Context: an optimization exercise on an open-source flow, tuned for small area, a short achievable clock period and few clock cycles per item. The choices shown serve that exercise and are no tape-out recipe. In this exercise RTL edits were held to simulation tests only and were not proved equivalent to the original. Power is estimated from default activity; no workload was simulated.

Setup of run A:
// lz77_enc
module lz77_enc (
    input  wire        clk,
    input  wire        rst,             
    input  wire [6:0]  cfg_window,      
    input  wire [5:0]  cfg_lookahead,   
    input  wire        in_valid,
    output wire        in_ready,
    input  wire [7:0]  in_data,
    input  wire        in_last,         
    output wire        out_valid,
    input  wire        out_ready,
    output wire [15:0] out_offset,
    output wire [15:0] out_length,
    output wire [7:0]  out_literal,
    output wire        out_last         
);
    localparam N = 64;                  
    reg        a_valid;
    reg  [7:0] a_data;
    reg        a_last;
    reg        msg_start;               
    reg  [6:0] win;                     
    reg  [5:0] look;                    
    reg        rdy;                     
    assign in_ready = rdy;
    wire   in_fire  = in_valid && rdy;
    reg  [7:0] hist [1:N];              
    reg  [N:1] m;                       
    reg  [5:0] t;                       
    reg        t0;                      
    reg  [6:0] lim;                     
    reg        e0_v, e1_v;
    reg  [6:0] e0_off, e1_off;
    reg  [5:0] e0_len, e1_len;
    reg  [7:0] e0_lit, e1_lit;
  ...
export LEC_CHECK = 0
export ABC_CLOCK_PERIOD_IN_PS = 2500
export CAP_MARGIN = 20
export CORE_MARGIN = 2
export CORE_UTILIZATION = 40
export CTS_CLUSTER_DIAMETER = 100
export CTS_CLUSTER_SIZE = 30
export SLEW_MARGIN = 20
create_clock -name core_clock -period 10.0 [get_ports {clk}]
standard.sh (not shown) runs the stock make flow with config.mk's settings and CLKGATE_MAP_FILE= SYNTH_SCRIPT=/design/flow/synth_recipe.tcl, a recipe that flattens the netlist after the stock synthesis.
==> flow/flow/run.sh <==
#!/bin/bash
set -euo pipefail
bash standard.sh SETUP_SLACK_MARGIN=6.8 finish > make_finish.log 2>&1
Testbench counts of run A, summed over its fixed seeds: cycles 35,415, bytes 35,399.
--- input diff run A..run B ---
# run A
export LEC_CHECK = 0
export ABC_CLOCK_PERIOD_IN_PS = 2500
export CAP_MARGIN = 20
export CORE_MARGIN = 2
export CORE_UTILIZATION = 40
export CTS_CLUSTER_DIAMETER = 100
export CTS_CLUSTER_SIZE = 30
export SLEW_MARGIN = 20
create_clock -name core_clock -period 10.0 [get_ports {clk}]
# run B
export LEC_CHECK = 0
export ABC_CLOCK_PERIOD_IN_PS = 2500
export CAP_MARGIN = 20
export CORE_MARGIN = 2
export CORE_UTILIZATION = 40
export SLEW_MARGIN = 20
create_clock -name core_clock -period 10.0 [get_ports {clk}]
==> flow/flow/run.sh <==
#!/bin/bash
set -euo pipefail
bash standard.sh SETUP_SLACK_MARGIN=7.2 finish > make_finish.log 2>&1
- Run B finished end to end and its layout was clean on timing, DRC and antenna.
- Lower routed wire length goes to run A over run B.
- Reported for run A and run B, post-detailed-route count of antenna-violating nets turned out identical to the last digit.
- Run A → run B: setup slack increased 18 ps; via count of the first global-routing pass increased about 6%.
Edits applied to the flow inputs when going from run B to run C:
# run B
export LEC_CHECK = 0
export ABC_CLOCK_PERIOD_IN_PS = 2500
export CAP_MARGIN = 20
export CORE_MARGIN = 2
export CORE_UTILIZATION = 40
export SLEW_MARGIN = 20
create_clock -name core_clock -period 10.0 [get_ports {clk}]
# run C
export LEC_CHECK = 0
export ABC_CLOCK_PERIOD_IN_PS = 2500
export CAP_MARGIN = 20
export CORE_MARGIN = 2
export CORE_UTILIZATION = 40
export SETUP_SLACK_MARGIN = 5
export SLEW_MARGIN = 20
create_clock -name core_clock -period 10.0 [get_ports {clk}]
==> flow/run.sh (new file) <==
#!/bin/bash
# synth_recipe.tcl (not shown) runs the flow's synth.tcl, then flattens the netlist and writes it again
# the make line also repeats each setting of config.mk as NAME=value (left out here)
make -C /OpenROAD-flow-scripts/flow DESIGN_CONFIG=/design/flow/config.mk WORK_HOME=/design/flow/orfs CLKGATE_MAP_FILE= SYNTH_SCRIPT=/design/flow/synth_recipe.tcl finish
removed: flow/flow/run.sh
removed: flow/standard.sh
[summary]
Setup slack after layout (lower): run C. Relative to run B, final critical-path required period increased by 960 ps in run C. Taking run C over run B, the wire length per cell after detailed routing ratio works out to 0.881. The maximum number of pins on one net before global-route repair number comes out lower for run C vs run B. Compared run B against run C; placeable core region within noise. Of run B and run C, the lower number of antenna cells inserted belongs to run B. Wire length of the first global-routing pass, run C vs run B: down by a little under 10%. Number of instances in the synthesized netlist: run C vs run B identical.
### run C -> run D
# run C
export LEC_CHECK = 0
export ABC_CLOCK_PERIOD_IN_PS = 2500
export CAP_MARGIN = 20
export CORE_MARGIN = 2
export CORE_UTILIZATION = 40
export SETUP_SLACK_MARGIN = 5
export SLEW_MARGIN = 20
create_clock -name core_clock -period 10.0 [get_ports {clk}]
# run D
export LEC_CHECK = 0
export ABC_CLOCK_PERIOD_IN_PS = 2500
export CAP_MARGIN = 20
export CORE_MARGIN = 2
export CORE_UTILIZATION = 40
export SLEW_MARGIN = 20
create_clock -name core_clock -period 10.0 [get_ports {clk}]
==> comparison <==
- Run D: number of vias in the routed layout is 121 lower than what run C reported.
- Clock group total power delta (run C -> run D): insignificant
- Run D leaves more setup margin than run C.
- Compared with run C, highest clock rate in run D increased slightly.
- On number of diodes, run D and run C are neck and neck.
- When run D is measured against run C, its internal power contribution turns out 0.019 mW lower.
- Between run D and run C, it is run D whose wire length after detailed routing is higher, by about 2.4%.
- The first-iteration DRC count in run D is 0.853 times that in run C.
- The cell area of run C and that of run D are within noise of each other.
- Higher total power among run D and run C: run C
- Clock-pin slew on the worst setup and hold paths of run C is on par with run D.

what the ideal ports hide:
How much do the figures lean on ideal ports? The routed layouts below were timed once more, with nothing changed but the port constraints. Step 1 (the two cells are an assumption about what drives the block):
set clk [get_ports {clk}]
set_driving_cell -lib_cell sky130_fd_sc_hd__clkbuf_16 $clk
set_driving_cell -lib_cell sky130_fd_sc_hd__buf_2 [delete_from_list [all_inputs] $clk]
Step 2, shift: input delay + t, output delay - t, t = (earliest + latest rising clock arrival at the registers) / 2. This alone moves slack from input paths to output paths. Three values: ideal ports, drivers, drivers and shift; two values: the first two.
| run | shift t [ns] | slack for setup (ns) | worst setup path after step 2 | worst register clock-pin slew, ns |
|---|---|---|---|---|
| run A | 0.677 | 6.771 / 6.708 / 6.452 | input to register | 0.12 / 0.12 |
| run B | 0.671 | 6.789 / 6.726 / 6.534 | input to register | 0.07 / 0.07 |
| run C | 0.661 | 5.832 / 5.832 / 5.832 | register to register | 0.07 / 0.07 |
| run D | 0.662 | 5.874 / 5.874 / 5.874 | register to register | 0.07 / 0.07 |
After both steps setup and hold are still met in every run listed. The setup slack of run A, which loses most, moves by -0.063 ns with the drivers and by -0.319 ns with both steps.
